From an optimization exercise on the open Yosys and OpenROAD flow, aimed at small area; shortcuts taken in it are not production practice.
In this exercise RTL edits were held to simulation tests only and were not proved equivalent to the original.
Power is estimated from default activity; no workload was simulated.

$ cat config.mk
export PLATFORM = sky130hd
export DESIGN_NAME = pm2_cpu
export DESIGN_NICKNAME = pm2_cpu
export VERILOG_FILES = /design/flow/design.v
export SDC_FILE = /design/flow/constraint.sdc
export NUM_CORES = 4
export LEC_CHECK = 0
export CAP_MARGIN = 0
export CORE_MARGIN = 2
export CORE_UTILIZATION = 55
export SLEW_MARGIN = 0
$ cat constraint.sdc
create_clock -name core_clock -period 12.0 [get_ports {clk}]
set_input_delay 2.4000 -clock core_clock [delete_from_list [all_inputs] [get_ports {clk}]]
set_output_delay 2.4000 -clock core_clock [all_outputs]
set_load 0.01 [all_outputs]
$ cat design.v
module pm2_cpu (
    input  wire        clk,
    input  wire        rst,           
    output reg         mem_req,
    output reg         mem_we,
    output reg         mem_word,
    output reg  [31:0] mem_addr,
    output reg  [31:0] mem_wdata,
    input  wire [31:0] mem_rdata,
    input  wire        mem_ready,
    output wire        halted
);
    localparam [3:0] S_CLR  = 4'd0,    
                     S_F1   = 4'd1,    
                     S_F2   = 4'd2,    
                     S_MEM  = 4'd3,    
                     S_MD   = 4'd4,    
                     S_HALT = 4'd5,
                     S_ALU  = 4'd8,    
                     S_ADR  = 4'd9,    
                     S_LOAD = 4'd10,   
                     S_WR   = 4'd11,   
                     S_FIN  = 4'd12,   
                     S_JMP  = 4'd13;   
    reg  [3:0]   state;
    reg  [2:0]   ph;         
    reg  [1:0]   rc;         
    reg          inpass;     
    reg  [31:0]  Q, T, H;
    reg          zf, cy, cip, zacc, hs;
    reg  [2:0]   k;          
    reg          o7, o4;
    reg  [3:0]   o;
    reg  [3:0]   rd, p1, p2;
    reg  [511:0] rf;
    reg  [31:0]  ipr;
    assign halted = (state == S_HALT);
    wire ph0   = (ph == 3'd0);
    wire ph7   = (ph == 3'd7);
    wire pass  = state[3];
    wire act   = pass & (inpass | ph0);
    wire fin   = act & ph7;
    wire xfer  = mem_req & mem_ready;
    wire clr   = (state == S_CLR);
    wire [3:0] d1 = rf[{p1, 5'd0} +: 4];
    wire [3:0] d2 = rf[{p2, 5'd0} +: 4];
    wire       sub  = o[0] & ~o[2];
    wire       cin  = ph0 ? sub : cy;
    wire [4:0] asum = {1'b0, d1} + {1'b0, d2 ^ {4{sub}}} + {4'd0, cin};
    reg  [3:0] alu_r;
    always @(*) begin
        case ({o[3], o[2:0]})
            4'hC:    alu_r = d1 & d2;
            4'hD:    alu_r = d1 | d2;
            4'hE:    alu_r = d1 ^ d2;
            4'hF:    alu_r = ~d1;
            4'h0:    alu_r = d1 ^ d2;           
            default: alu_r = asum[3:0];         
        endcase
    end
    wire [3:0] ipsrc = (state == S_JMP) ? Q[3:0] : ipr[3:0];
    wire [2:0] kk    = (state == S_ADR) ? {o7, ~o7} : k;
    wire [4:0] ipsum = {1'b0, ipsrc} + {2'b0, ph0 ? kk : {2'b0, cip}};
    wire [3:0] ipnew = ipsum[3:0];
    wire       ip_we = (act & (state != S_ADR) & (state != S_LOAD)) | clr;
    wire [3:0] qtop  = (state == S_LOAD) ? d1 : ipnew;
    always @(posedge clk)
        ipr <= {ip_we ? (ipnew & {4{~clr}}) : ipr[3:0], ipr[31:4]};
    wire       ldb_hi = o7 & ~o4 & o[0] & (ph[2] | ph[1]);
    wire [3:0] wsrc   = (~o7 & ~o[0]) ? H[3:0] : Q[3:0];    
    wire [3:0] wq     = wsrc & {4{~ldb_hi}};
    wire       wr_en  = act & (((state == S_ALU) & o[3]) | (state == S_WR));
    wire [3:0] wdig   = clr ? 4'd0 : (state == S_ALU) ? alu_r : wq;
    wire [3:0] zdig   = (state == S_ALU) ? alu_r : (state == S_LOAD) ? d2 : wq;
    wire       znext  = (ph0 | zacc) & (zdig == 4'd0);
    genvar r;
    generate
        for (r = 0; r < 16; r = r + 1) begin : g_rf
            wire we = clr | (wr_en & (rd == r));
            always @(posedge clk)
                rf[r*32 +: 32] <= {we ? wdig : rf[r*32 +: 4], rf[r*32+4 +: 28]};
        end
    endgenerate
    wire        mulop = ~o[0];
    wire [32:0] ma = {H, Q[31] & ~mulop};
    wire [32:0] mb = mulop ? {1'b0, T & {32{Q[31]}}} : {~hs, T ^ {32{~hs}}};
    wire [32:0] ms;
    wire [20:0] mcy;
    assign mcy[0] = ~mulop & ~hs;
    genvar i;
    generate
        for (i = 0; i < 20; i = i + 1) begin : g_madd
            assign ms[i]    = ma[i] ^ mb[i] ^ mcy[i];
            assign mcy[i+1] = (ma[i] & mb[i]) | (mcy[i] & (ma[i] ^ mb[i]));
        end
    endgenerate
    assign ms[32:20] = ma[32:20] + mb[32:20] + {12'd0, mcy[20]};
    wire [7:0] op = mem_rdata[31:24];
    wire [7:0] b1 = mem_rdata[23:16];
    wire [7:0] b2 = mem_rdata[15:8];
    wire [7:0] b3 = mem_rdata[7:0];
    wire h1 = |b1[7:4];
    wire h2 = |b2[7:4];
    wire h3 = |b3[7:4];
    wire f_rrr  = (op[7:3] == 5'b01011) & (op[2:0] != 3'd7);
    wire f_rr   = (op == 8'h5F) | (op == 8'h60);
    wire f_md   = (op[7:1] == 7'b0101101);
    wire f_6    = (op[7:2] == 6'b100000) | (op == 8'h90);
    wire f_jmp  = (op == 8'h08);
    wire f_br   = (op[7:1] == 7'b0001000);
    wire f_take = op[0] ^ zf;
    wire f_halt = (op == 8'hFF);
    reg  [2:0] f_k;
    reg  [3:0] f_next;
    always @(*) begin
        f_k    = 3'd1;
        f_next = S_FIN;
        if (f_halt) begin
            f_next = S_HALT;
        end else if (f_6) begin
            f_k    = 3'd6;
            f_next = h1 ? S_FIN : S_ADR;
        end else if (f_rrr) begin
            f_k    = 3'd4;
            f_next = (h1 | h2 | h3) ? S_FIN : f_md ? S_LOAD : S_ALU;
        end else if (f_rr) begin
            f_k    = 3'd3;
            f_next = (h1 | h2) ? S_FIN : S_ALU;
        end else if (f_jmp | (f_br & f_take)) begin
            f_k    = 3'd0;
            f_next = S_ADR;
        end else if (f_br) begin
            f_k    = 3'd5;
        end
    end
    always @(*) begin
        mem_req   = (state == S_F1) | (state == S_F2) | (state == S_MEM);
        mem_we    = (state == S_MEM) & o[1];
        mem_word  = ~((state == S_MEM) & o[0]);
        mem_addr  = Q;
        mem_wdata = T;
    end
    always @(posedge clk) begin
        H  <= (state == S_LOAD || state == S_WR) ? {4'd0, H[31:4]} : ms[31:0];
        hs <= (state == S_MD) & ms[32];
    end
    always @(posedge clk) begin
        ph <= ph + 3'd1;
        if (act) begin
            zacc <= znext;
            cy   <= asum[4];
            cip  <= ipsum[4];
        end
        if (rst) begin
            state  <= S_CLR;
            ph     <= 3'd0;
            inpass <= 1'b0;
            zf     <= 1'b0;
            k      <= 3'd0;
        end else begin
            inpass <= act & ~ph7;
            case (state)
                S_CLR: if (ph7) state <= S_FIN;
                S_F1: if (xfer) begin
                    o7 <= op[7];
                    o4 <= op[4];
                    o  <= op[3:0];
                    rd <= b1[3:0];
                    p1 <= op[3] ? b2[3:0] : b1[3:0];
                    p2 <= op[7] ? b1[3:0] : op[3] ? b3[3:0] : b2[3:0];
                    k  <= f_k;
                    state <= f_next;
                end
                S_F2: if (xfer) begin
                    Q <= mem_rdata;
                    if (!o7)
                        state <= (!o4 && mem_rdata[31:24] != 8'd0) ? S_HALT : S_JMP;
                    else
                        state <= o4 ? S_WR : S_MEM;
                end
                S_MEM: if (xfer) begin
                    Q     <= mem_rdata;
                    state <= o[1] ? S_FIN : S_WR;
                end
                S_MD: begin
                    Q  <= {Q[30:0], ~ms[32]};
                    if (ph7) begin
                        rc <= rc + 2'd1;
                        if (rc == 2'd3)
                            state <= S_WR;
                    end
                end
                S_HALT: ;    
                default: if (act) begin    
                    Q <= {qtop, Q[31:4]};
                    if (state == S_ADR || state == S_LOAD)
                        T <= {d2, T[31:4]};
                    rc <= 2'd0;
                    if (ph7) begin
                        case (state)
                            S_ALU:   zf <= znext;
                            S_WR:    if (!o7) zf <= znext;
                            default: ;
                        endcase
                        case (state)
                            S_ADR:   state <= S_F2;
                            S_LOAD:  state <= (o[0] & znext) ? S_FIN : S_MD;
                            default: state <= S_F1;
                        endcase
                    end
                end
            endcase
        end
    end
endmodule
$ cat flow/run.sh
#!/bin/bash
set -e
export BUFFER_PORTS_ARGS="-buffer_cell sky130_fd_sc_hd__buf_1"
export CTS_ARGS="-sink_clustering_enable -repair_clock_nets -dont_use_dummy_load -buf_list sky130_fd_sc_hd__clkbuf_8 -sink_clustering_size 20 -sink_clustering_max_diameter 50"
bash standard.sh > standard.log 2>&1
$ cat standard.sh
#!/bin/bash
# synth_recipe.tcl (not shown) runs the flow's synth.tcl, then flattens the netlist and writes it again
# the make line also repeats each setting of config.mk as NAME=value (left out here)
make -C /OpenROAD-flow-scripts/flow DESIGN_CONFIG=/design/flow/config.mk WORK_HOME=/design/flow/orfs CLKGATE_MAP_FILE= SYNTH_SCRIPT=/design/flow/synth_recipe.tcl "${@:-finish}"
==> summary.txt, run 1 <==
Worst setup path
  – CP max FO: 4
  – Critical path type: flop to flop
  – FF-to-FF path depth: 33
  – Critical path data required time: about 12 ns
  – Crit path top cell by count: fa_1
  – Startpoint Class: flop
  – Setup crit end kind: flop
  – RR Endpoint: Q[0]
  – WP data arrival: 11.32 ns
  – Max stage delay cell, worst path: fa_1
  – Register-to-register setup slack: 1.00 ns
  – CP max stage delay: 0.45 ns
  – R2r startpoint: o[0]

CTS
  – CTS tree: done
  – Sink Count: 676
  – Total CTS buffers: 46
  – Root buf cell: clkbuf_8
  – Clk slew on worst S/H paths: 0.11 ns
  – Post-CTS Hold Fix Bufs: 0
  – Post-cts resize count: 0
  – H-Tree Depth: 2
  – Setup repair bufs after CTS: 0
  – Maximum clock path buffer count: 3
  – Clock Latency Late Sink: 0.65 ns

Final layout
  – Final nets: 1771
  – Layout cells sized above 1: 6.96%
  – Non-filler cells, final: 2148
  – Area Overhead vs Synth: 7.36%
  – Multi-input gate area: 0.00562 mm²
  – Register Area: 0.0144 mm²
  – FILL cells: approximately 3000
  – Diode count: 0

GRT
  – Largest net degree at the start of global routing: 85
  – Tot GR Track Use: 21.2%
  – Global-route wire length before repair: 62700 µm
  – Initial antenna violation count: 0
  – Vias in the first global route: 11100
  – GRT overflow: 0

STA
  – Fin crit share: 91.6%
  – Final setup vio count: 0
  – Crit path time final: ~11 ns
  – RSZ-0062 raised after global routing: no
  – Worst-margin pin slew: 0.983 ns
  – Slew Viols, Final: 0
  – Hold Vio Cnt, Final: 0
  – Final setup TNS: 0 ns
  – Peak Freq: 90.9 MHz
  – Worst Skew: 0.0781 ns
  – Rel. slew slack: roughly 34%

Drt
  – DRC Markers: 0
  – Total number of vias: 11600
  – Pre-antenna DRT Iters: 4
  – Number of vias per cell: 5.38
  – 1st-iter DRT viols: 682
  – Routed Antenna Nets: 0
  – Detailed Route WL: just over 40000 µm
  – DR WL/cell: 19.0 µm

Pwr
  – LEAKAGE: ~0.0084 µW
  – Peak supply drop: 132 µV
  – Power per Cell Area: 165 mW/mm²

Outcome
  – Status: no timing/DRC/antenna violations

Worst hold path
  – Hold Crit Class: flop to flop
  – Beginning of the worst hold path: rf[388]
  – Hold depth: 0
  – Worst Hold End: rf[384]

Die
  – Core area: 0.0366 mm²
  – Num rows: 70
  – Chip width: approximately 200 µm
  – Io pins: 103
  – Initial Util: 55.8%
  – Die height: 197 µm
  – Die ar.: 0.0387 mm²

Synth
  – Avg Synthesized Cell Area: 13.0 µm²
  – Yosys reg bits: 676
  – Syn Nets: around 1700
  – Syn Inst Count: 1573
  – Post-synthesis sequential area ratio: 70.6%
  – EDFF count, synth: 87
  – Yosys warnings: 1
  – Fraction of registers with async set/reset: 0%
  – Yosys cell types: 71
  – Top_reg_cell synth: dfxtp_1
  – Post-Syn Area: 0.0204 mm²

Run
  – Max Cap Violations: 0

Placed design
  – Detail Placement HPWL: 27700 µm
  – Final GP Congestion: around 0.86
  – DP Cell Count: 2102
  – IO buf count: 102
[cell usage in the layout (no fill, tap or decap), types with 11 or more instances in the layout]
| master | instances |
|---|---|
| ha_1 | 29 |
| nand3_1 | 79 |
| buf_1 | 102 |
| xnor2_1 | 14 |
| fa_1 | 25 |
| mux4_2 | 19 |
| o21ai_0 | 105 |
| a22oi_1 | 36 |
| nor2b_1 | 15 |
| buf_4 | 17 |
| nor2_1 | 88 |
| mux2i_1 | 17 |
| inv_1 | 41 |
| dfxtp_1 | 589 |
| clkbuf_8 | 46 |
| mux4_1 | 13 |
| a21oi_1 | 68 |
| nor3_1 | 11 |
| nand2_1 | 141 |
| edfxtp_1 | 87 |
| o21ai_1 | 12 |
[sequential cells by signal (all words and copies together), names as in the netlist]
register  flops
cy            1
p2            4
cip           1
H            32
o4            1
rd            4
o7            1
inpass        1
p1            4
zf            1
ipr          32
Q            32
rc            2
ph            3
hs            1
T            32
rf          512
zacc          1
o             4
state         4
k             3
[worst max-delay path by stage]
stage | from | end | slack (ns) | cells past startpoint
4_1_cts | o[0] | Q[0] | 0.92 | 33
2_1_floorplan | o[0] | Q[0] | 1.07 | 35
3_5_place_dp | o[0] | Q[0] | 0.91 | 33
3_3_place_gp | o[0] | Q[0] | 1.10 | 33
5_1_grt | o[0] | Q[0] | 0.47 | 33
6_report | o[0] | Q[0] | 1.00 | 33
[per-stage QoR]
stage | hold WS [ns] | setup slack (ns) | area [µm²] | utilization, % | total power (µW)
4_1_cts | 0.270 | 0.916 | 21900 | 59.9 | 3670
6_report | 0.268 | 1.00 | 21900 | 59.9 | 3630
2_1_floorplan | 0.310 | 1.07 | 20400 | - | 2630
3_3_place_gp | 0.310 | 1.10 | 21300 | 58.1 | 2690
5_1_grt | 0.270 | 0.468 | 21900 | 59.9 | 3800
3_5_place_dp | 0.312 | 0.915 | 21300 | 58.1 | 2700
[logic make-up after synthesis]
group,Yosys count,synth area share [%]
compound gates,280,8.52
flops,676,70.6
simple gates,384,8.65
buf+inv,101,2.10
mux,58,5.10
xor+xnor,20,0.858
fa+ha+maj,54,4.23
[cell type report]
cell class	instances	area share (%)
flip-flops and latches	676	65.7
repair buffers	119	2.33
well taps	468	2.67
multi-input cells	796	25.7
clock buffers	46	2.89
inverters	43	0.736
[where the power goes]
group          internal, µW  switching [µW]
clock                   345             634
combinational           125             151
sequential             2340            32.5
total                  2810             818
[cells in the mapped netlist, types with 14 or more instances]
master / number / area [µm²]
dfxtp_1: 589 / 11800
nand2_1: 142 / 533
o21ai_0: 105 / 526
nor2_1: 90 / 338
edfxtp_1: 87 / 2610
nand3_1: 79 / 395
a21oi_1: 68 / 340
clkbuf_1: 47 / 176
inv_1: 41 / 154
a22oi_1: 36 / 270
ha_1: 29 / 363
fa_1: 25 / 500
mux4_2: 19 / 428
mux2i_1: 17 / 170
nor2b_1: 15 / 93.8
xnor2_1: 14 / 123
[critical path: cells and delay by family, from the launching register on]
family | cells | cell delay [ns]
mux | 1 | 0.26
fa+ha+maj | 22 | 8.66
xor+xnor | 1 | 0.19
buf+inv | 1 | 0.09
flops | 1 | 0.43
compound gates | 7 | 0.90
simple gates | 1 | 0.16
[per-layer routing]
layer | GRT usage [%] | vias to the layer above | share of wire (%)
li1 | - | 5635 | -
met1 | 29.5 | 5542 | 47
met2 | 33.9 | 314 | 45
met3 | 3.23 | 66 | 5.0
met4 | 8.08 | 0 | 2.9
met5 | 0 | - | 0
==> run 2, diff against run 1 <==
--- a/config.mk
+++ b/config.mk
@@ -6,6 +6,6 @@
 export NUM_CORES = 4
 export LEC_CHECK = 0
-export CAP_MARGIN = 0
+export CAP_MARGIN = 20
 export CORE_MARGIN = 2
 export CORE_UTILIZATION = 55
-export SLEW_MARGIN = 0
+export SLEW_MARGIN = 20
==> summary.txt, run 2 <==
Outcome
  – Status: no timing/DRC/antenna violations

Placed design
  – DP Cell Count: 2102 (unchanged)
  – IO buf count: 102 (unchanged)
  – Final GP Congestion: 0.862 (unchanged)
  – Placement Setup Slack: 0.915 ns (unchanged)
  – Detail Placement HPWL: 27700 µm (unchanged)

Drt
  – Detailed Route WL: 40800 µm (unchanged)
  – Pre-antenna DRT Iters: 4 (unchanged)
  – 1st-iter DRT viols: 682 (unchanged)
  – DR WL/cell: 19.0 µm (unchanged)
  – Number of vias per cell: 5.38 (unchanged)
  – Routed Antenna Nets: 0 (unchanged)
  – Total number of vias: 11600 (unchanged)
  – DRC Markers: 0 (unchanged)

Synth
  – Top_reg_cell synth: dfxtp_1
  – Post-synthesis sequential area ratio: 70.6% (unchanged)
  – Most frequent cell after synthesis: dfxtp_1
  – Avg Synthesized Cell Area: 13.0 µm² (unchanged)
  – Yosys cell types: 71 (unchanged)
  – Area share of the largest cell type after synthesis: 57.8% (unchanged)
  – Syn Inst Count: 1573 (unchanged)
  – Syn Nets: 1662 (unchanged)
  – Top cells by area, synth: dfxtp_1 (58%), edfxtp_1 (13%), nand2_1 (2.6%)
  – Synth top cells by count: dfxtp_1 (589), nand2_1 (142), o21ai_0 (105)
  – Post-Syn Area: 0.0204 mm² (unchanged)
  – Fraction of registers with async set/reset: 0% (unchanged)
  – Synth area leader: dfxtp_1
  – Yosys reg bits: 676 (unchanged)
  – Yosys warnings: 1 (unchanged)
  – EDFF count, synth: 87 (unchanged)

Worst setup path
  – R2r startpoint: o[0]
  – Startpoint Class: flop
  – Setup crit end kind: flop
  – Critical path data required time: 12.33 ns (about the same)
  – Max stage delay cell, worst path: fa_1
  – RR Endpoint: Q[0]
  – WP data arrival: 11.32 ns (about the same)
  – CP max stage delay: 0.45 ns (about the same)
  – Critical path type: flop to flop
  – Register-to-register setup slack: 1.00 ns (about the same)
  – Stages on the worst setup path: 33 (unchanged)
  – FF-to-FF path depth: 33 (unchanged)
  – Delay-heaviest family, CP: adder cells
  – Crit path buffers/inverters: 1 (unchanged)
  – CP max FO: 4 (unchanged)
  – Crit path top cell by count: fa_1

Final layout
  – Commonest non-fill, non-tap cells in the layout: dfxtp_1 (589), nand2_1 (141), o21ai_0 (105), buf_1 (102), nor2_1 (88)
  – Largest register FFs: 512 (unchanged)
  – Area Overhead vs Synth: 7.36% (unchanged)
  – Most common cell after layout, fill and taps aside: dfxtp_1
  – Post-route core utilization: 59.9% (unchanged)
  – FILL cells: 3006 (unchanged)
  – Most flop-heavy register: rf
  – Final nets: 1771 (unchanged)
  – Diode count: 0 (unchanged)
  – Layout cells sized above 1: 6.96% (unchanged)
  – Non-filler cells, final: 2148 (unchanged)

STA
  – Rel. slew slack: 34.5% (unchanged)
  – Slew Viols, Final: 0 (unchanged)
  – Crit path time final: 11.00 ns (unchanged)
  – Fin worst setup slack: 1.00 ns (unchanged)
  – Worst-margin pin slew: 0.983 ns (unchanged)
  – Worst Skew: 0.0781 ns (unchanged)
  – Final setup vio count: 0 (unchanged)
  – Final setup TNS: 0 ns (unchanged)
  – Hold Vio Cnt, Final: 0 (unchanged)
  – RSZ-0062 raised after global routing: no
  – Fin crit share: 91.6% (unchanged)
  – Peak Freq: 90.9 MHz (unchanged)

CTS
  – Post-cts resize count: 0 (unchanged)
  – H-Tree Depth: 2 (unchanged)
  – Sink Count: 676 (unchanged)
  – Clk slew on worst S/H paths: 0.11 ns (about the same)
  – Total CTS buffers: 46 (unchanged)
  – Clock Latency Late Sink: 0.65 ns (about the same)
  – CTS tree: done
  – Root buf cell: clkbuf_8
  – Post-CTS Hold Fix Bufs: 0 (unchanged)
  – Setup repair bufs after CTS: 0 (unchanged)
  – Maximum clock path buffer count: 3 (unchanged)

GRT
  – Global-route wire length before repair: 62700 µm (unchanged)
  – Largest net degree at the start of global routing: 85 (unchanged)
  – Tot GR Track Use: 21.2% (unchanged)
  – Initial antenna violation count: 0 (unchanged)
  – GRT overflow: 0 (unchanged)
  – Vias in the first global route: 11100 (unchanged)

Die
  – Die height: 197 µm (unchanged)
  – Core area: 0.0366 mm² (unchanged)
  – Die ar.: 0.0387 mm² (unchanged)
  – Initial Util: 55.8% (unchanged)
  – Num rows: 70 (unchanged)
  – Chip width: 197 µm (unchanged)
  – Io pins: 103 (unchanged)

Worst hold path
  – Hold depth: 0 (unchanged)
  – Worst Hold End: rf[384]
  – Hold Crit Class: flop to flop
  – Beginning of the worst hold path: rf[388]

Pwr
  – LEAKAGE: 0.00840 µW (unchanged)
  – Power per Cell Area: 165 mW/mm² (unchanged)
  – Peak supply drop: 132 µV (unchanged)

Run
  – Max Cap Violations: 0 (unchanged)
run 2: stage by stage:
stage	hold slack (ns)	total power (µW)	area, µm²
final	0.268	3630	21900
after global routing	0.270	3800	21900
after CTS	0.270	3670	21900
after detailed placement	0.312	2700	21300
after global placement	0.310	2690	21300
after floorplan	0.310	2630	20400
run 2: how the worst max path moves through the flow:
| stage | start | to | slack, ns |
|---|---|---|---|
| 6_report | o[0] | Q[0] | 1.00 |
| 5_1_grt | o[0] | Q[0] | 0.47 |
| 4_1_cts | o[0] | Q[0] | 0.92 |
| 3_5_place_dp | o[0] | Q[0] | 0.91 |
| 3_3_place_gp | o[0] | Q[0] | 1.10 |
| 2_1_floorplan | o[0] | Q[0] | 1.07 |
run 2: cell type report:
| cell class | count | area, µm² | area share, % |
|---|---|---|---|
| Inverter | 43 | 161 | 0.736 |
| Sequential cell | 676 | 14400 | 65.7 |
| Timing Repair Buffer | 119 | 510 | 2.33 |
| Multi-Input combinational cell | 796 | 5620 | 25.7 |
| Clock buffer | 46 | 633 | 2.89 |
| Tap cell | 468 | 586 | 2.67 |
run 2: cells by family (layout without fill, tap and decap cells):
kind of cell | Yosys count | after routing | share of synthesized area [%]
muxes | 58 | 58 | 5.10
xor gates and xnor gates | 20 | 20 | 0.858
AOI/OAI and AO/OA | 280 | 280 | 8.52
adders and majority gates | 54 | 54 | 4.23
buffers and inverters | 101 | 208 | 2.10
DFF | 676 | 676 | 70.6
and+or+nand+nor | 384 | 384 | 8.65
run 2: report_power, final:
part / switching, µW / leakage, µW / internal, µW
sequential: 32.5 / 0.00554 / 2340
clock: 634 / 0.000331 / 345
combinational: 151 / 0.00253 / 125
run 2: per-layer routing:
metal | track usage, % | share of wire (%) | up-vias | wire length [µm]
met5 | 0 | 0 | - | 0
met4 | 8.08 | 2.9 | 0 | 1180
met3 | 3.23 | 5.0 | 66 | 2020
met2 | 33.9 | 45 | 314 | 18500
met1 | 29.5 | 47 | 5542 | 19000
li1 | - | - | 5635 | -
==> run 3, diff against run 2 <==
--- a/design.v
+++ b/design.v
@@ -111,27 +111,12 @@
     wire f_take = op[0] ^ zf;
     wire f_halt = (op == 8'hFF);
-    reg  [2:0] f_k;
-    reg  [3:0] f_next;
-    always @(*) begin
-        f_k    = 3'd1;
-        f_next = S_FIN;
-        if (f_halt) begin
-            f_next = S_HALT;
-        end else if (f_6) begin
-            f_k    = 3'd6;
-            f_next = h1 ? S_FIN : S_ADR;
-        end else if (f_rrr) begin
-            f_k    = 3'd4;
-            f_next = (h1 | h2 | h3) ? S_FIN : f_md ? S_LOAD : S_ALU;
-        end else if (f_rr) begin
-            f_k    = 3'd3;
-            f_next = (h1 | h2) ? S_FIN : S_ALU;
-        end else if (f_jmp | (f_br & f_take)) begin
-            f_k    = 3'd0;
-            f_next = S_ADR;
-        end else if (f_br) begin
-            f_k    = 3'd5;
-        end
-    end
+    wire f_reg  = f_6 | f_rrr | f_rr;
+    wire f_bad  = h1 | ((f_rrr | f_rr) & h2) | (f_rrr & h3);
+    wire f_go   = f_jmp | (f_br & f_take);
+    wire [3:0] f_next = f_halt ? S_HALT :
+                        (f_reg & ~f_bad) ? (f_6 ? S_ADR : f_md ? S_LOAD : S_ALU) :
+                        f_go ? S_ADR : S_FIN;
+    wire [2:0] f_k    = f_6 ? 3'd6 : f_rrr ? 3'd4 : f_rr ? 3'd3 :
+                        f_go ? 3'd0 : f_br ? 3'd5 : 3'd1;
     always @(*) begin
         mem_req   = (state == S_F1) | (state == S_F2) | (state == S_MEM);
@@ -167,6 +152,6 @@
                     o  <= op[3:0];
                     rd <= b1[3:0];
-                    p1 <= op[3] ? b2[3:0] : b1[3:0];
-                    p2 <= op[7] ? b1[3:0] : op[3] ? b3[3:0] : b2[3:0];
+                    p1 <= b2[3:0];
+                    p2 <= (op[7] | ~op[3]) ? b1[3:0] : b3[3:0];
                     k  <= f_k;
                     state <= f_next;
==> summary.txt, run 3 <==
Outcome
  – Status: no timing/DRC/antenna violations

Worst setup path
  – WP data arrival: 11.69 ns (+0.37 ns)
  – Critical path data required time: 12.38 ns (+0.05 ns)
  – Register-to-register setup slack: 0.69 ns (-0.31 ns)
  – Max stage delay cell, worst path: fa_1
  – CP max FO: 4 (unchanged)
  – Startpoint Class: flop
  – CP max stage delay: 0.45 ns (about the same)
  – Setup crit end kind: flop
  – Crit path top cell by count: fa_1
  – Critical path type: flop to flop

Synth
  – Synth area leader: dfxtp_1
  – Syn Inst Count: 1595 (+1.4%)
  – EDFF count, synth: 87 (unchanged)
  – Syn Nets: 1684 (+1.3%)
  – Post-synthesis sequential area ratio: 70.4% (-0.13 points)
  – Area share of the largest cell type after synthesis: 57.7% (-0.10 points)
  – Top cells by area, synth: dfxtp_1 (58%), edfxtp_1 (13%), mux4_2 (3.1%)
  – Most frequent cell after synthesis: dfxtp_1
  – Synth top cells by count: dfxtp_1 (589), nand2_1 (157), a21oi_1 (108)
  – Top_reg_cell synth: dfxtp_1
  – Yosys warnings: 1 (unchanged)
  – Yosys cell types: 72 (+1.4%)
  – Fraction of registers with async set/reset: 0% (unchanged)
  – Post-Syn Area: 0.0205 mm² (+0.18%)
  – Yosys reg bits: 676 (unchanged)
  – Avg Synthesized Cell Area: 12.8 µm² (-1.2%)

CTS
  – Root buf cell: clkbuf_8
  – Clk slew on worst S/H paths: 0.09 ns (-0.02 ns)
  – Setup repair bufs after CTS: 0 (unchanged)
  – Post-CTS Hold Fix Bufs: 0 (unchanged)
  – H-Tree Depth: 2 (unchanged)
  – Post-cts resize count: 0 (unchanged)
  – Total CTS buffers: 49 (+6.5%)
  – Clock Latency Late Sink: 0.68 ns (+0.03 ns)
  – Sink Count: 676 (unchanged)
  – Maximum clock path buffer count: 3 (unchanged)
  – CTS tree: done

Pwr
  – Peak supply drop: 122 µV (-8.1%)
  – Int Power: 2970 µW (+5.6%)
  – Total power after layout: 4060 µW (+12%)
  – Sequential share of power: 59.8% (-5.6 points)
  – Clock share of power: 24.6% (-2.4 points)
  – Proportion of power drawn by combinational gates: 15.6% (+8.0 points)
  – LEAKAGE: 0.00838 µW (-0.25%)
  – Sw Share: 26.9% (+4.4 points)
  – Power per Cell Area: 185 mW/mm² (+12%)
  – Switching power: 1090 µW (+34%)

GRT
  – Tot GR Track Use: 21.6% (+0.37 points)
  – Largest net degree at the start of global routing: 66 (-22%)
  – Initial antenna violation count: 0 (unchanged)
  – Vias in the first global route: 11200 (+0.78%)
  – GRT overflow: 0 (unchanged)
  – Global-route wire length before repair: 63800 µm (+1.7%)

STA
  – Final setup vio count: 0 (unchanged)
  – Fin crit share: 94.2% (+2.6 points)
  – Worst-margin pin slew: 1.11 ns (+0.128 ns)
  – Crit path time final: 11.31 ns (+0.313 ns)
  – Worst Skew: 0.107 ns (+0.0291 ns)
  – Rel. slew slack: 26.0% (-8.5 points)
  – RSZ-0062 raised after global routing: no
  – Slew Viols, Final: 0 (unchanged)
  – WHS: 0.257 ns (-0.0110 ns)
  – Final setup TNS: 0 ns (unchanged)
  – Peak Freq: 88.4 MHz (-2.8%)
  – Hold Vio Cnt, Final: 0 (unchanged)

Die
  – Core area: 0.0366 mm² (unchanged)
  – Io pins: 103 (unchanged)
  – Initial Util: 55.9% (+0.099 points)
  – Num rows: 70 (unchanged)
  – Die ar.: 0.0387 mm² (+0.17%)
  – Chip width: 197 µm (about the same)
  – Die height: 197 µm (about the same)

Drt
  – Total number of vias: 11800 (+1.7%)
  – Detailed Route WL: 41200 µm (+1.1%)
  – Routed Antenna Nets: 0 (unchanged)
  – Number of vias per cell: 5.43 (+0.92%)
  – Pre-antenna DRT Iters: 5 (+1)
  – DR WL/cell: 19.1 µm (+0.38%)
  – DRC Markers: 0 (unchanged)
  – 1st-iter DRT viols: 725 (+6.3%)

Final layout
  – Diode count: 0 (unchanged)
  – Commonest non-fill, non-tap cells in the layout: dfxtp_1 (589), nand2_1 (156), a21oi_1 (108), buf_1 (102), o21ai_0 (97)
  – FILL cells: 2995 (-0.37%)
  – Largest register FFs: 512 (unchanged)
  – Non-filler cells, final: 2164 (+0.74%)
  – Final nets: 1787 (+0.90%)
  – Most common cell after layout, fill and taps aside: dfxtp_1
  – Layout cells sized above 1: 6.90% (-0.066 points)
  – Most flop-heavy register: rf
  – Post-route core utilization: 59.9% (about the same)
  – Area Overhead vs Synth: 7.26% (about the same)

Run
  – Max Cap Violations: 0 (unchanged)

Worst hold path
  – Hold Crit Class: flop to flop

Placed design
  – Detail Placement HPWL: 28400 µm (+2.5%)
  – DP Cell Count: 2115 (+0.62%)
  – Final GP Congestion: 0.869 (+0.79%)
  – IO buf count: 102 (unchanged)
==> run 3: final cells by class <==
type / instances / area, µm² / share of cell area, %
multi-input cells: 818 / 5630 / 25.7
well taps: 468 / 586 / 2.67
flip-flops and latches: 676 / 14400 / 65.7
repair buffers: 119 / 510 / 2.33
inverters: 34 / 128 / 0.582
clock buffers: 49 / 674 / 3.07
==> run 3: through the flow <==
step	instance area, µm²	setup slack (ns)
after global routing	21900	0.242
final	21900	0.692
after CTS	21900	0.614
after global placement	21300	0.799
after floorplan	20500	0.333
after detailed placement	21300	0.654
==> run 3: kinds of logic after synthesis <==
group | Yosys count | synth area share, %
and+or+nand+nor | 381 | 8.61
AOI/OAI and AO/OA | 307 | 8.89
adders and majority gates | 54 | 4.22
DFF | 676 | 70.4
xor gates and xnor gates | 19 | 0.814
buffers and inverters | 101 | 2.19
muxes | 57 | 4.85
==> run 3: routing by layer <==
metal	global-route usage (%)	up-vias	share of wire, %
li1	-	5664	-
met1	31.0	5620	47
met2	33.0	395	44
met3	4.24	71	6.4
met4	7.24	0	3.0
met5	0	-	0
==> run 3: power by group through the flow <==
stage / registers (µW) / logic [µW] / clock network (µW)
after floorplan: 2460 / 481 / 0
final: 2430 / 634 / 1000
after global routing: 2440 / 715 / 1120
after detailed placement: 2480 / 635 / 0
after CTS: 2430 / 638 / 1040
after global placement: 2480 / 617 / 0
==> run 3: final timing paths <==
check	from	to	cells after the start
worst max register to register	o[0]	Q[0]	32
worst min-delay path	rf[150]	rf[146]	0
worst min register to register	rf[150]	rf[146]	0
worst max-delay path	o[0]	Q[0]	32
==> run 3: worst max-delay path: cells and delay by family (launching register included) <==
| kind | cells | cell delay, ns |
|---|---|---|
| xor gates and xnor gates | 1 | 0.15 |
| muxes | 1 | 0.27 |
| buffers and inverters | 1 | 0.08 |
| AOI/OAI and AO/OA | 7 | 1.37 |
| adders and majority gates | 22 | 8.74 |
| DFF | 1 | 0.44 |
==> run 4, diff against run 3 <==
==> flow/run.sh (replaced) <==
#!/bin/bash
set -e
export BUFFER_PORTS_ARGS="-buffer_cell sky130_fd_sc_hd__buf_1"
export CTS_ARGS="-sink_clustering_enable -repair_clock_nets -dont_use_dummy_load -buf_list sky130_fd_sc_hd__clkbuf_8 -sink_clustering_size 20 -sink_clustering_max_diameter 70"
bash standard.sh > standard.log 2>&1
==> summary.txt, run 4 <==
Outcome
  – Status: no timing/DRC/antenna violations

Synth
  – Synth area leader: dfxtp_1
  – Mux contribution to synthesized area: 4.85% (unchanged)
  – Avg Synthesized Cell Area: 12.8 µm² (unchanged)
  – Post-Syn Area: 0.0205 mm² (unchanged)
  – Main combinational cell family by area after synthesis: compound AO/OA/AOI/OAI gates
  – Most frequent cell after synthesis: dfxtp_1
  – Post-synthesis sequential area ratio: 70.4% (unchanged)
  – Yosys cell types: 72 (unchanged)
  – Top_reg_cell synth: dfxtp_1
  – Area share of the largest cell type after synthesis: 57.7% (unchanged)
  – EDFF count, synth: 87 (unchanged)
  – Synth Area in XOR/XNOR: 0.814% (unchanged)
  – Synth top cells by count: dfxtp_1 (589), nand2_1 (157), a21oi_1 (108)
  – Post-Synth Simple-Gate Area: 8.61% (unchanged)
  – Top cells by area, synth: dfxtp_1 (58%), edfxtp_1 (13%), mux4_2 (3.1%)
  – Post-synthesis compound-gate area fraction: 8.89% (unchanged)
  – Fraction of registers with async set/reset: 0% (unchanged)
  – Syn Nets: 1684 (unchanged)
  – Post-synthesis adder-cell area fraction: 4.22% (unchanged)
  – Yosys warnings: 1 (unchanged)
  – Yosys reg bits: 676 (unchanged)
  – Syn Inst Count: 1595 (unchanged)

Drt
  – Total number of vias: 11700 (-0.47%)
  – DR WL/cell: 19.1 µm (+0.44%)
  – Routed Antenna Nets: 0 (unchanged)
  – 1st-iter DRT viols: 734 (+1.2%)
  – Pre-antenna DRT Iters: 6 (+1)
  – Highest routed layer: met4
  – DRC Markers: 0 (unchanged)
  – Wire length on met2: 18000 µm (-0.53%)
  – Number of vias per cell: 5.42 (about the same)
  – Met3 routed WL: 2530 µm (-3.6%)
  – WL met1: 19500 µm (+0.78%)
  – Detailed Route WL: 41300 µm (about the same)

Worst setup path
  – Setup crit end kind: flop
  – Critical Path Source: o[0]
  – Critical path type: flop to flop
  – Startpoint Class: flop
  – CP max stage delay: 0.45 ns (about the same)
  – FF-to-FF path depth: 32 (unchanged)
  – RR Endpoint: Q[0]
  – CP Capture Point: Q[0]
  – Critical path data required time: 12.38 ns (about the same)
  – Delay-heaviest family, CP: adder cells
  – Crit path top cell by count: fa_1
  – Stages on the worst setup path: 32 (unchanged)
  – CP max FO: 4 (unchanged)
  – Crit path buffers/inverters: 1 (unchanged)
  – Register-to-register setup slack: 0.68 ns (about the same)
  – R2r startpoint: o[0]
  – WP data arrival: 11.70 ns (about the same)
  – Max stage delay cell, worst path: fa_1

STA
  – Peak Freq: 88.4 MHz (about the same)
  – Crit path time final: 11.32 ns (+0.00993 ns)
  – Worst-margin pin slew: 1.14 ns (+0.0286 ns)
  – Final setup TNS: 0 ns (unchanged)
  – RSZ-0062 raised after global routing: no
  – Slew Viols, Final: 0 (unchanged)
  – Worst Skew: 0.0672 ns (-0.0400 ns)
  – Final setup vio count: 0 (unchanged)
  – Fin crit share: 94.3% (about the same)
  – Hold Vio Cnt, Final: 0 (unchanged)
  – Rel. slew slack: 24.1% (-1.9 points)

Worst hold path
  – Beginning of the worst hold path: rf[204]
  – Hold Crit Class: flop to flop

Die
  – Chip width: 197 µm (unchanged)
  – Die ar.: 0.0387 mm² (unchanged)
  – Num rows: 70 (unchanged)
  – Core area: 0.0366 mm² (unchanged)
  – Die height: 197 µm (unchanged)
  – Io pins: 103 (unchanged)
  – Initial Util: 55.9% (unchanged)

Final layout
  – Final nets: 1779 (-0.45%)
  – Commonest non-fill, non-tap cells in the layout: dfxtp_1 (589), nand2_1 (156), a21oi_1 (108), buf_1 (102), o21ai_0 (97)
  – Largest register FFs: 512 (unchanged)
  – Most flop-heavy register: rf
  – Diode count: 0 (unchanged)
  – Area Overhead vs Synth: 6.72%
  – Final instance area: 0.0218 mm² (-0.50%)
  – Layout cells sized above 1: 6.46% (-0.44 points)
  – Most common cell after layout, fill and taps aside: dfxtp_1

CTS
  – CTS tree: done
  – Maximum clock path buffer count: 3 (unchanged)
  – Post-CTS Hold Fix Bufs: 0 (unchanged)
  – H-Tree Depth: 2 (unchanged)
  – Sink Count: 676 (unchanged)
  – Clock Latency Late Sink: 0.65 ns (-0.03 ns)
  – Root buf cell: clkbuf_8
  – Setup repair bufs after CTS: 0 (unchanged)
  – Post-cts resize count: 0 (unchanged)
  – Total CTS buffers: 41 (-16%)
  – Clk slew on worst S/H paths: 0.11 ns (+0.02 ns)

Run
  – Max Cap Violations: 0 (unchanged)

Placed design
  – Detail Placement HPWL: 28400 µm (unchanged)
  – Final GP Congestion: 0.869 (unchanged)
  – Area after DPL: 0.0213 mm² (unchanged)
  – IO buf count: 102 (unchanged)

GRT
  – GRT overflow: 0 (unchanged)
  – Initial antenna violation count: 0 (unchanged)
  – Tot GR Track Use: 21.6% (about the same)
  – Global-route wire length before repair: 63700 µm (about the same)
  – Vias in the first global route: 11100 (-0.53%)
  – Largest net degree at the start of global routing: 66 (unchanged)

Pwr
  – Peak supply drop: 140 µV (+15%)
  – LEAKAGE: 0.00832 µW (-0.69%)
  – Power per Cell Area: 183 mW/mm² (-1.1%)
## run 4: cell count changes in the layout (fill, tap and decap cells not counted)
cell      previous run  this run
clkbuf_8            49        41
## run 4: stage by stage
step	util [%]	hold slack, ns	cells	worst slack (ns)	total power, µW
2_1_floorplan	-	0.310	1595	0.333	2940
3_3_place_gp	58.1	0.310	2115	0.799	3090
3_5_place_dp	58.1	0.312	2115	0.654	3110
4_1_cts	59.6	0.266	2156	0.603	4040
5_1_grt	59.6	0.267	2156	0.242	4200
6_report	59.6	0.275	2156	0.682	4000
## run 4: cell families (layout without fill, tap and decap cells)
kind of cell	count (synthesis)	count (layout)
compound gates	307	307
xor+xnor	19	19
fa+ha+maj	54	54
buf+inv	101	194
flops	676	676
mux	57	57
simple gates	381	381
## run 4: cell type report
class / count / area (µm²)
Clock buffer: 41 / 564
Fill cell: 2993 / 14800
Inverter: 34 / 128
Multi-Input combinational cell: 818 / 5630
Sequential cell: 676 / 14400
Tap cell: 468 / 586
Timing Repair Buffer: 119 / 510
## run 4: how the worst min path moves through the flow
| stage | slack, ns | cells after the start | endpoint |
|---|---|---|---|
| after floorplan | 0.31 | 0 | ipr[0] |
| after global placement | 0.31 | 0 | rf[172] |
| after detailed placement | 0.31 | 0 | rf[106] |
| after CTS | 0.27 | 0 | rf[200] |
| after global routing | 0.27 | 0 | rf[200] |
| final | 0.27 | 0 | rf[200] |
## run 4: power by group
part / switching (µW) / internal (µW)
registers: 54.6 / 2370
clock network: 623 / 310
logic: 406 / 228
total: 1080 / 2910
## run 4: metal layers
| metal | GRT usage [%] | vias up |
|---|---|---|
| li1 | - | 5644 |
| met5 | 0 | - |
| met2 | 32.9 | 359 |
| met1 | 31.1 | 5616 |
| met3 | 3.54 | 76 |
| met4 | 8.19 | 0 |
==> run 5, diff against run 4 <==
==> flow/run.sh (replaced) <==
#!/bin/bash
set -e
export BUFFER_PORTS_ARGS="-buffer_cell sky130_fd_sc_hd__buf_1"
export CTS_ARGS="-sink_clustering_enable -repair_clock_nets -dont_use_dummy_load -buf_list sky130_fd_sc_hd__clkbuf_8 -sink_clustering_size 20 -sink_clustering_max_diameter 60"
bash standard.sh > standard.log 2>&1
--- a/config.mk
+++ b/config.mk
@@ -6,4 +6,5 @@
 export NUM_CORES = 4
 export LEC_CHECK = 0
+export ABC_AREA = 1
 export CAP_MARGIN = 20
 export CORE_MARGIN = 2
==> summary.txt, run 5 <==
Outcome
  – Status: no timing/DRC/antenna violations

Die
  – Die height: 199 µm (+0.87%)
  – Core area: 0.0375 mm² (+2.4%)
  – Chip width: 199 µm (+0.87%)
  – Die ar.: 0.0394 mm² (+1.8%)
  – Num rows: 71 (+1.4%)
  – Io pins: 103 (unchanged)
  – Initial Util: 55.5% (-0.33 points)

CTS
  – Root buf cell: clkbuf_8
  – Maximum clock path buffer count: 3 (unchanged)
  – Total CTS buffers: 46 (+12%)
  – CTS tree: done
  – Clock Latency Late Sink: 0.66 ns (about the same)
  – Post-cts resize count: 0 (unchanged)
  – Sink Count: 676 (unchanged)
  – Setup repair bufs after CTS: 0 (unchanged)
  – Clk slew on worst S/H paths: 0.10 ns (about the same)
  – H-Tree Depth: 2 (unchanged)
  – Post-CTS Hold Fix Bufs: 0 (unchanged)

Pwr
  – Sequential share of power: 63.3% (+2.5 points)
  – Clock share of power: 21.7% (-1.7 points)
  – Sw Share: 27.1% (about the same)
  – Power per Cell Area: 203 mW/mm² (+11%)
  – Peak supply drop: 158 µV (+13%)
  – LEAKAGE: 0.00906 µW (+8.9%)
  – Int Power: 3290 µW (+13%)
  – Proportion of power drawn by combinational gates: 14.9% (-1.0 points)
  – Total power after layout: 4520 µW (+13%)
  – Switching power: 1230 µW (+13%)

Synth
  – Post-synthesis sequential area ratio: 69.2% (-1.2 points)
  – Mux contribution to synthesized area: 0% (-4.8 points)
  – Fraction of registers with async set/reset: 0% (unchanged)
  – Avg Synthesized Cell Area: 10.9 µm² (-15%)
  – Syn Inst Count: 1912 (+20%)
  – Most frequent cell after synthesis: dfxtp_1
  – Top cells by area, synth: dfxtp_1 (57%), edfxtp_1 (13%), nand2_1 (6.8%)
  – Yosys warnings: 1 (unchanged)
  – Synth Area in XOR/XNOR: 0.631% (-0.18 points)
  – Yosys reg bits: 676 (unchanged)
  – Synth top cells by count: dfxtp_1 (589), nand2_1 (378), inv_1 (172)
  – Post-synthesis compound-gate area fraction: 8.34% (-0.55 points)
  – Yosys cell types: 45 (-38%)
  – Area share of the largest cell type after synthesis: 56.6% (-1.0 points)
  – Post-Syn Area: 0.0208 mm² (+1.8%)
  – Post-Synth Simple-Gate Area: 12.7% (+4.1 points)
  – Post-synthesis adder-cell area fraction: 4.15% (-0.074 points)
  – EDFF count, synth: 87 (unchanged)
  – Synth area leader: dfxtp_1
  – Syn Nets: 2001 (+19%)
  – Top_reg_cell synth: dfxtp_1
  – Main combinational cell family by area after synthesis: simple AND/OR/NAND/NOR gates

STA
  – Rel. slew slack: 45.7% (+22 points)
  – Worst Skew: 0.0821 ns (+0.0149 ns)
  – Slew Viols, Final: 0 (unchanged)
  – Fin crit share: 95.4% (+1.1 points)
  – Peak Freq: 87.3 MHz (-1.1%)
  – Worst-margin pin slew: 0.814 ns (-0.324 ns)
  – RSZ-0062 raised after global routing: no
  – Crit path time final: 11.45 ns (+0.131 ns)
  – Final setup TNS: 0 ns (unchanged)
  – Hold Vio Cnt, Final: 0 (unchanged)
  – Final setup vio count: 0 (unchanged)

Worst setup path
  – CP max stage delay: 0.53 ns (+0.08 ns)
  – Startpoint Class: flop
  – Crit path buffers/inverters: 5 (+4)
  – Setup crit end kind: flop
  – Crit path top cell by count: fa_1
  – Max stage delay cell, worst path: edfxtp_1
  – Delay-heaviest family, CP: adder cells
  – Critical path type: flop to flop
  – CP max FO: 32 (+28)
  – WP data arrival: 11.88 ns (+0.18 ns)
  – Critical path data required time: 12.43 ns (+0.05 ns)

Drt
  – Number of vias per cell: 5.07 (-6.5%)
  – Total number of vias: 12800 (+9.8%)
  – DRC Markers: 0 (unchanged)
  – Detailed Route WL: 43700 µm (+5.8%)
  – Pre-antenna DRT Iters: 5 (-1)
  – DR WL/cell: 17.3 µm (-9.8%)
  – Routed Antenna Nets: 0 (unchanged)
  – 1st-iter DRT viols: 764 (+4.1%)

Run
  – Max Cap Violations: 0 (unchanged)

Final layout
  – Commonest non-fill, non-tap cells in the layout: dfxtp_1 (589), nand2_1 (378), inv_1 (172), nand3_1 (107), buf_1 (102)
  – Layout cells sized above 1: 6.74% (+0.28 points)
  – Largest register FFs: 512 (unchanged)
  – Final nets: 2110 (+19%)
  – Most common cell after layout, fill and taps aside: dfxtp_1
  – Area Overhead vs Synth: 7.00%
  – Most flop-heavy register: rf
  – Diode count: 0 (unchanged)

GRT
  – Tot GR Track Use: 22.6% (+1.0 points)
  – Global-route wire length before repair: 67800 µm (+6.5%)
  – Initial antenna violation count: 0 (unchanged)
  – Largest net degree at the start of global routing: 57 (-14%)
  – GRT overflow: 0 (unchanged)
  – Vias in the first global route: 12200 (+9.8%)

Placed design
  – Final GP Congestion: 0.901 (+3.6%)
  – IO buf count: 102 (unchanged)
  – Detail Placement HPWL: 30600 µm (+7.8%)

Worst hold path
  – Hold Crit Class: flop to flop
-- run 5: changes by cell type after synthesis, moves of 28 or more --
cell / change
mux4_2: -28
nand2_1: +221
a22oi_1: -38
nand3_1: +82
inv_1: +138
a21oi_1: -51
o21ai_1: +46
o211ai_1: +40
-- run 5: cells by family after synthesis --
family,count (synthesis)
DFF,676
and+or+nand+nor,633
AOI/OAI and AO/OA,284
buffers and inverters,250
adders and majority gates,54
xor gates and xnor gates,15
-- run 5: cell type report --
| cell class | instances | area [µm²] |
|---|---|---|
| Fill cell | 3254 | 15200 |
| Sequential cell | 676 | 14400 |
| Multi-Input combinational cell | 986 | 5390 |
| Inverter | 199 | 747 |
| Tap cell | 511 | 639 |
| Clock buffer | 46 | 633 |
| Timing Repair Buffer | 112 | 458 |
-- run 5: layer usage --
layer	wire length (µm)	global-route usage, %	share of wire, %	up-vias
li1	-	-	-	6379
met4	1100	7.74	2.5	0
met2	19100	34.2	44	369
met5	0	0	0	-
met3	2260	3.71	5.2	73
met1	21200	33.1	49	6015
-- run 5: through the flow --
step / area [µm²] / utilization, % / setup WS [ns] / std cells / hold slack [ns]
after floorplan: 20800 / - / 1.19 / 1912 / 0.310
after global placement: 21600 / 57.7 / 0.808 / 2484 / 0.310
after detailed placement: 21600 / 57.7 / 0.571 / 2484 / 0.312
after CTS: 22300 / 59.4 / 0.514 / 2530 / 0.258
after global routing: 22300 / 59.4 / 0.0450 / 2530 / 0.260
final: 22300 / 59.4 / 0.551 / 2530 / 0.263
-- run 5: worst register-to-register path: cells and delay by family (launching register included) --
family | cells | cell delay [ns]
adders and majority gates | 22 | 9.03
DFF | 1 | 0.53
AOI/OAI and AO/OA | 3 | 0.39
and+or+nand+nor | 3 | 0.41
xor gates and xnor gates | 1 | 0.32
buffers and inverters | 5 | 0.65
-- run 5: power by group through the flow --
stage                     Clock, µW  Combinational, µW  Sequential (µW)
after global routing           1100                773             2910
after global placement            0                657             2900
after floorplan                   0                500             2870
after detailed placement          0                680             2920
after CTS                      1020                682             2870
final                           982                675             2860
-- run 5: worst paths after layout --
check             startpoint      end  slack, ns  cells after the start
setup / recovery        o[0]     Q[0]       0.55                     34
hold reg to reg      rf[310]  rf[306]       0.26                      0
hold / removal       rf[310]  rf[306]       0.26                      0
setup reg to reg        o[0]     Q[0]       0.55                     34
==> run 6, diff against run 5 <==
--- a/config.mk
+++ b/config.mk
@@ -6,5 +6,4 @@
 export NUM_CORES = 4
 export LEC_CHECK = 0
-export ABC_AREA = 1
 export CAP_MARGIN = 20
 export CORE_MARGIN = 2
==> summary.txt, run 6 <==
Outcome
  – Status: no timing/DRC/antenna violations

CTS
  – Clk slew on worst S/H paths: 0.10 ns (about the same)
  – Post-cts resize count: 0 (unchanged)
  – Post-CTS Hold Fix Bufs: 0 (unchanged)
  – Root buf cell: clkbuf_8
  – CTS tree: done
  – Clock Latency Late Sink: 0.65 ns (about the same)
  – Total CTS buffers: 45 (-2.2%)
  – Maximum clock path buffer count: 3 (unchanged)
  – Setup repair bufs after CTS: 0 (unchanged)
  – Sink Count: 676 (unchanged)
  – H-Tree Depth: 2 (unchanged)

STA
  – Final setup TNS: 0 ns (unchanged)
  – Fin crit share: 94.3% (-1.1 points)
  – Hold Vio Cnt, Final: 0 (unchanged)
  – RSZ-0062 raised after global routing: no
  – WHS: 0.275 ns (+0.0123 ns)
  – Fin worst setup slack: 0.685 ns (+0.134 ns)
  – Slew Viols, Final: 0 (unchanged)
  – Worst-margin pin slew: 1.15 ns (+0.332 ns)
  – Worst Skew: 0.0729 ns (-0.00921 ns)
  – Final setup vio count: 0 (unchanged)
  – Peak Freq: 88.4 MHz (+1.2%)
  – Crit path time final: 11.31 ns (-0.134 ns)
  – Rel. slew slack: 23.5% (-22 points)

Pwr
  – Peak supply drop: 123 µV (-22%)
  – Power per Cell Area: 184 mW/mm² (-9.2%)
  – LEAKAGE: 0.00835 µW (-7.8%)

Synth
  – Fraction of registers with async set/reset: 0% (unchanged)
  – Top cells by area, synth: dfxtp_1 (58%), edfxtp_1 (13%), mux4_2 (3.1%)
  – Synth area leader: dfxtp_1
  – Yosys warnings: 1 (unchanged)
  – Yosys cell types: 72 (+60%)
  – Avg Synthesized Cell Area: 12.8 µm² (+18%)
  – Yosys reg bits: 676 (unchanged)
  – Post-Syn Area: 0.0205 mm² (-1.8%)
  – Area share of the largest cell type after synthesis: 57.7% (+1.0 points)
  – Post-synthesis sequential area ratio: 70.4% (+1.2 points)
  – Syn Nets: 1684 (-16%)
  – Top_reg_cell synth: dfxtp_1
  – EDFF count, synth: 87 (unchanged)
  – Syn Inst Count: 1595 (-17%)
  – Most frequent cell after synthesis: dfxtp_1
  – Synth top cells by count: dfxtp_1 (589), nand2_1 (157), a21oi_1 (108)

Final layout
  – Area Overhead vs Synth: 6.99% (about the same)
  – Largest register FFs: 512 (unchanged)
  – Commonest non-fill, non-tap cells in the layout: dfxtp_1 (589), nand2_1 (156), a21oi_1 (108), buf_1 (102), o21ai_0 (97)
  – Layout cells sized above 1: 6.68% (-0.058 points)
  – Diode count: 0 (unchanged)
  – Most common cell after layout, fill and taps aside: dfxtp_1
  – Most flop-heavy register: rf
  – Final nets: 1783 (-15%)

Worst setup path
  – Setup crit end kind: flop
  – Max stage delay cell, worst path: fa_1
  – Startpoint Class: flop
  – RR Endpoint: Q[0]
  – WP data arrival: 11.71 ns (-0.17 ns)
  – CP max FO: 4 (-88%)
  – Critical path type: flop to flop
  – R2r startpoint: o[0]
  – Crit path top cell by count: fa_1
  – CP max stage delay: 0.45 ns (-0.08 ns)
  – Critical path data required time: 12.40 ns (-0.03 ns)
  – FF-to-FF path depth: 32 (-5.9%)
  – Register-to-register setup slack: 0.69 ns (+0.13 ns)

Worst hold path
  – Beginning of the worst hold path: rf[205]
  – Hold depth: 0 (unchanged)
  – Worst Hold End: rf[201]
  – Hold Crit Class: flop to flop

GRT
  – Initial antenna violation count: 0 (unchanged)
  – Global-route wire length before repair: 63900 µm (-5.9%)
  – Largest net degree at the start of global routing: 66 (+16%)
  – Tot GR Track Use: 21.6% (-0.98 points)
  – GRT overflow: 0 (unchanged)
  – Vias in the first global route: 11200 (-8.6%)

Drt
  – Total number of vias: 11700 (-8.9%)
  – Detailed Route WL: 41400 µm (-5.1%)
  – Pre-antenna DRT Iters: 5 (unchanged)
  – Number of vias per cell: 5.41 (+6.7%)
  – DR WL/cell: 19.2 µm (+11%)
  – DRC Markers: 0 (unchanged)
  – 1st-iter DRT viols: 726 (-5.0%)
  – Routed Antenna Nets: 0 (unchanged)

Die
  – Io pins: 103 (unchanged)
  – Die ar.: 0.0387 mm² (-1.7%)
  – Core area: 0.0366 mm² (-2.3%)
  – Die height: 197 µm (-0.86%)
  – Num rows: 70 (-1.4%)
  – Initial Util: 55.9% (+0.33 points)
  – Chip width: 197 µm (-0.86%)

Placed design
  – Placement Setup Slack: 0.654 ns (+0.0834 ns)
  – Detail Placement HPWL: 28400 µm (-7.2%)
  – Final GP Congestion: 0.869 (-3.5%)
  – IO buf count: 102 (unchanged)

Run
  – Max Cap Violations: 0 (unchanged)
==> run 6: cell types whose count changed in the layout (fill, tap and decap cells not counted), moves of 23 or more <==
cell / delta
nand2_1: -222
inv_1: -138
nand3_1: -82
a21oi_1: +51
o21ai_1: -46
o211ai_1: -40
a22oi_1: +38
mux4_2: +28
inv_2: -26
o21ai_2: -23
==> run 6: cell type report <==
class | instances | area [µm²]
multi-input combinational | 818 | 5630
timing repair buffer | 119 | 510
inverter | 34 | 128
tap | 468 | 586
fill | 3007 | 14700
sequential | 676 | 14400
clock buffer | 45 | 619
==> run 6: power breakdown <==
group	switching, µW	leakage [µW]	internal [µW]
Sequential	53.8	0.00554	2370
Combinational	407	0.00249	228
Clock	631	0.000324	338
Total	1090	0.00835	2940
==> run 6: kinds of logic (layout without fill, tap and decap cells) <==
| group | count (synthesis) | in the layout | share of synthesized area, % |
|---|---|---|---|
| xor+xnor | 19 | 19 | 0.814 |
| simple gates | 381 | 381 | 8.61 |
| mux | 57 | 57 | 4.85 |
| buf+inv | 101 | 198 | 2.19 |
| flops | 676 | 676 | 70.4 |
| fa+ha+maj | 54 | 54 | 4.22 |
| compound gates | 307 | 307 | 8.89 |
==> run 6: routing by layer <==
layer	global-route usage [%]	vias to the layer above	wire [µm]	part of all wire, %
met3	4.23	79	2720	6.6
met2	32.9	391	18000	43
met5	0	-	0	0
met4	7.55	0	1300	3.1
met1	31.1	5570	19400	47
li1	-	5651	-	-
==> run 6: critical path, delay by kind of cell (launching register included) <==
| family | cells | cell delay (ns) |
|---|---|---|
| xor gates and xnor gates | 1 | 0.15 |
| DFF | 1 | 0.43 |
| muxes | 1 | 0.27 |
| adders and majority gates | 22 | 8.77 |
| buffers and inverters | 1 | 0.08 |
| AOI/OAI and AO/OA | 7 | 1.37 |
==> run 6: worst max-delay path by stage <==
stage	startpoint	endpoint	slack, ns
2_1_floorplan	o[0]	Q[0]	0.33
5_1_grt	o[0]	Q[0]	0.23
4_1_cts	o[0]	Q[0]	0.60
3_3_place_gp	o[0]	Q[0]	0.80
3_5_place_dp	o[0]	Q[0]	0.65
6_report	o[0]	Q[0]	0.69
==> run 6: stage by stage <==
stage	instance area (µm²)	std cells	power, µW	util, %
2_1_floorplan	20500	1595	2940	-
3_3_place_gp	21300	2115	3090	58.1
3_5_place_dp	21300	2115	3110	58.1
4_1_cts	21900	2160	4080	59.8
5_1_grt	21900	2160	4240	59.8
6_report	21900	2160	4030	59.8
==> run 7, diff against run 6 <==
--- a/config.mk
+++ b/config.mk
@@ -8,4 +8,4 @@
 export CAP_MARGIN = 20
 export CORE_MARGIN = 2
-export CORE_UTILIZATION = 55
+export CORE_UTILIZATION = 45
 export SLEW_MARGIN = 20
==> summary.txt, run 7 <==
Die
  – Chip width: 217 µm (+10%)
  – Die height: 217 µm (+10%)
  – Core area: 0.0451 mm² (+23%)
  – Io pins: 103 (unchanged)
  – Initial Util: 45.4% (-11 points)
  – Die ar.: 0.0472 mm² (+22%)
  – Num rows: 78 (+11%)

Synth
  – Syn Nets: 1684 (unchanged)
  – Yosys warnings: 1 (unchanged)
  – Top cells by area, synth: dfxtp_1 (58%), edfxtp_1 (13%), mux4_2 (3.1%)
  – Area share of the largest cell type after synthesis: 57.7% (unchanged)
  – Yosys reg bits: 676 (unchanged)
  – EDFF count, synth: 87 (unchanged)
  – Post-Syn Area: 0.0205 mm² (unchanged)
  – Avg Synthesized Cell Area: 12.8 µm² (unchanged)
  – Post-synthesis sequential area ratio: 70.4% (unchanged)
  – Syn Inst Count: 1595 (unchanged)
  – Fraction of registers with async set/reset: 0% (unchanged)
  – Most frequent cell after synthesis: dfxtp_1
  – Synth area leader: dfxtp_1
  – Yosys cell types: 72 (unchanged)
  – Top_reg_cell synth: dfxtp_1
  – Synth top cells by count: dfxtp_1 (589), nand2_1 (157), a21oi_1 (108)

STA
  – Fin worst setup slack: 0.735 ns (+0.0494 ns)
  – Peak Freq: 88.8 MHz (+0.44%)
  – Worst-margin pin slew: 0.963 ns (-0.184 ns)
  – Fin crit share: 93.9% (-0.41 points)
  – Final setup TNS: 0 ns (unchanged)
  – RSZ-0062 raised after global routing: no
  – Slew Viols, Final: 0 (unchanged)
  – Worst Skew: 0.104 ns (+0.0314 ns)
  – Rel. slew slack: 35.2% (+12 points)
  – WHS: 0.263 ns (-0.0118 ns)
  – Crit path time final: 11.27 ns (-0.0494 ns)
  – Final setup vio count: 0 (unchanged)
  – Hold Vio Cnt, Final: 0 (unchanged)

Outcome
  – Status: no timing/DRC/antenna violations

Run
  – Max Cap Violations: 0 (unchanged)

Worst setup path
  – Register-to-register setup slack: 0.73 ns (+0.05 ns)
  – Setup crit end kind: flop
  – WP data arrival: 11.67 ns (-0.04 ns)
  – Crit path top cell by count: fa_1
  – Startpoint Class: flop
  – CP max FO: 4 (unchanged)
  – Max stage delay cell, worst path: fa_1
  – CP max stage delay: 0.45 ns (about the same)
  – Critical path data required time: 12.40 ns (about the same)
  – Critical path type: flop to flop

Placed design
  – Detail Placement HPWL: 30300 µm (+6.5%)
  – IO buf count: 102 (unchanged)
  – Placement Setup Slack: 0.535 ns (-0.119 ns)
  – Final GP Congestion: 0.938 (+7.9%)

Drt
  – DR WL/cell: 19.0 µm (-1.0%)
  – Number of vias per cell: 5.16 (-4.7%)
  – 1st-iter DRT viols: 1006 (+39%)
  – Pre-antenna DRT Iters: 6 (+1)
  – Total number of vias: 11800 (+1.1%)
  – Detailed Route WL: 43500 µm (+5.0%)
  – Routed Antenna Nets: 0 (unchanged)
  – DRC Markers: 0 (unchanged)

GRT
  – Largest net degree at the start of global routing: 66 (unchanged)
  – Tot GR Track Use: 18.4% (-3.3 points)
  – GRT overflow: 0 (unchanged)
  – Initial antenna violation count: 0 (unchanged)
  – Global-route wire length before repair: 66000 µm (+3.3%)
  – Vias in the first global route: 11400 (+2.1%)

Pwr
  – LEAKAGE: 0.00836 µW (+0.14%)
  – Int Power: 2960 µW (+0.66%)
  – Power per Cell Area: 184 mW/mm² (about the same)
  – Proportion of power drawn by combinational gates: 15.9% (about the same)
  – Clock share of power: 24.2% (+0.2 points)
  – Total power after layout: 4070 µW (+0.92%)
  – Switching power: 1110 µW (+1.6%)
  – Sw Share: 27.3% (+0.19 points)
  – Sequential share of power: 59.8% (-0.4 points)
  – Peak supply drop: 107 µV (-13%)

Final layout
  – Final nets: 1783 (unchanged)
  – Layout cells sized above 1: 6.74% (+0.059 points)
  – Diode count: 0 (unchanged)
  – Most flop-heavy register: rf
  – Most common cell after layout, fill and taps aside: dfxtp_1
  – Largest register FFs: 512 (unchanged)
  – Commonest non-fill, non-tap cells in the layout: dfxtp_1 (589), nand2_1 (156), a21oi_1 (108), buf_1 (102), o21ai_0 (96)
  – Area Overhead vs Synth: 7.93%

CTS
  – Total CTS buffers: 47 (+4.4%)
  – H-Tree Depth: 2 (unchanged)
  – Root buf cell: clkbuf_8
  – Post-CTS Hold Fix Bufs: 0 (unchanged)
  – Clk slew on worst S/H paths: 0.11 ns (about the same)
  – CTS tree: done
  – Sink Count: 676 (unchanged)
  – Maximum clock path buffer count: 3 (unchanged)
  – Clock Latency Late Sink: 0.67 ns (+0.02 ns)
  – Post-cts resize count: 0 (unchanged)
  – Setup repair bufs after CTS: 0 (unchanged)

Worst hold path
  – Hold Crit Class: flop to flop
==> run 7: cell counts after synthesis <==
Identical to the previous run, type by type.
==> run 7: worst max-delay path: cells and delay by family, from the launching register on <==
family	cells	cell delay [ns]
flip-flops	1	0.44
adder cells (fa/ha/maj)	22	8.73
AO/OA/AOI/OAI	7	1.29
buffers and inverters	1	0.08
XOR/XNOR	1	0.20
multiplexers	1	0.27
==> run 7: power groups by stage <==
stage / logic, µW / registers [µW] / clock network (µW)
2_1_floorplan: 481 / 2460 / 0
5_1_grt: 729 / 2440 / 1110
3_3_place_gp: 619 / 2480 / 0
3_5_place_dp: 635 / 2480 / 0
4_1_cts: 641 / 2430 / 1030
6_report: 648 / 2430 / 986
==> run 7: cells by family (layout without fill, tap and decap cells) <==
logic type,after synthesis,in the layout,synth area share (%)
fa+ha+maj,54,54,4.22
xor+xnor,19,19,0.814
simple gates,381,381,8.61
mux,57,57,4.85
flops,676,676,70.4
buf+inv,101,198,2.19
compound gates,307,307,8.89
==> run 7: stage by stage <==
stage,instance area [µm²],std cells,utilization [%]
2_1_floorplan,20500,1595,-
3_3_place_gp,21400,2245,47.5
3_5_place_dp,21400,2245,47.5
4_1_cts,22100,2292,48.9
5_1_grt,22100,2292,49.0
6_report,22100,2292,49.0
==> run 7: final timing paths <==
| path | start | endpoint | cells after the start |
|---|---|---|---|
| min reg2reg | rf[142] | rf[138] | 0 |
| max | o[0] | Q[0] | 32 |
| min | rf[142] | rf[138] | 0 |
| max reg2reg | o[0] | Q[0] | 32 |
==> run 7: cell type report <==
cell class | count | area [µm²]
fill | 4069 | 23000
multi-input combinational | 818 | 5650
clock buffer | 47 | 647
tap | 600 | 751
timing repair buffer | 117 | 495
inverter | 34 | 128
sequential | 676 | 14400
==> run 7: routing by layer <==
| metal | GRT usage [%] | vias to the layer above | part of all wire [%] | routed length (µm) |
|---|---|---|---|---|
| met4 | 7.76 | 0 | 3.5 | 1510 |
| met3 | 3.09 | 93 | 5.8 | 2510 |
| met5 | 0 | - | 0 | 0 |
| met2 | 28.2 | 361 | 44 | 19300 |
| met1 | 25.8 | 5705 | 47 | 20300 |
| li1 | - | 5659 | - | - |

## what the ideal ports hide
The flow's constraints put no driver on any port. The routed layouts listed below were extracted and timed again, unchanged, in two steps. Step 1 assumes that a clkbuf_16 drives the clock port and a buf_2 every other input. Step 2 adds t to the input delays and takes it off the output delays; t is the mean of the earliest and latest rising clock arrival at the registers after step 1. Input paths then give back, and output paths get back, about the clock's delay inside the block. Slacks: ideal ports / drivers / drivers and shift; pairs: ideal ports / drivers.
| run | t, ns | setup slack, ns | hold WS [ns] | worst data-port slew with drivers (ns) |
|---|---|---|---|---|
| run 1 | 0.659 | 1.005 / 1.005 / 1.005 | 0.268 / 0.268 / 0.268 | 0.04 |
| run 2 | 0.659 | 1.005 / 1.005 / 1.005 | 0.268 / 0.268 / 0.268 | 0.04 |
| run 3 | 0.673 | 0.692 / 0.692 / 0.692 | 0.257 / 0.257 / 0.257 | 0.06 |
| run 4 | 0.658 | 0.682 / 0.682 / 0.682 | 0.275 / 0.275 / 0.275 | 0.06 |
| run 5 | 0.671 | 0.551 / 0.551 / 0.551 | 0.263 / 0.263 / 0.263 | 0.05 |
| run 6 | 0.665 | 0.685 / 0.685 / 0.685 | 0.275 / 0.275 / 0.275 | 0.06 |
| run 7 | 0.662 | 0.735 / 0.735 / 0.735 | 0.263 / 0.263 / 0.263 | 0.06 |
After both steps every run listed still meets setup and hold.
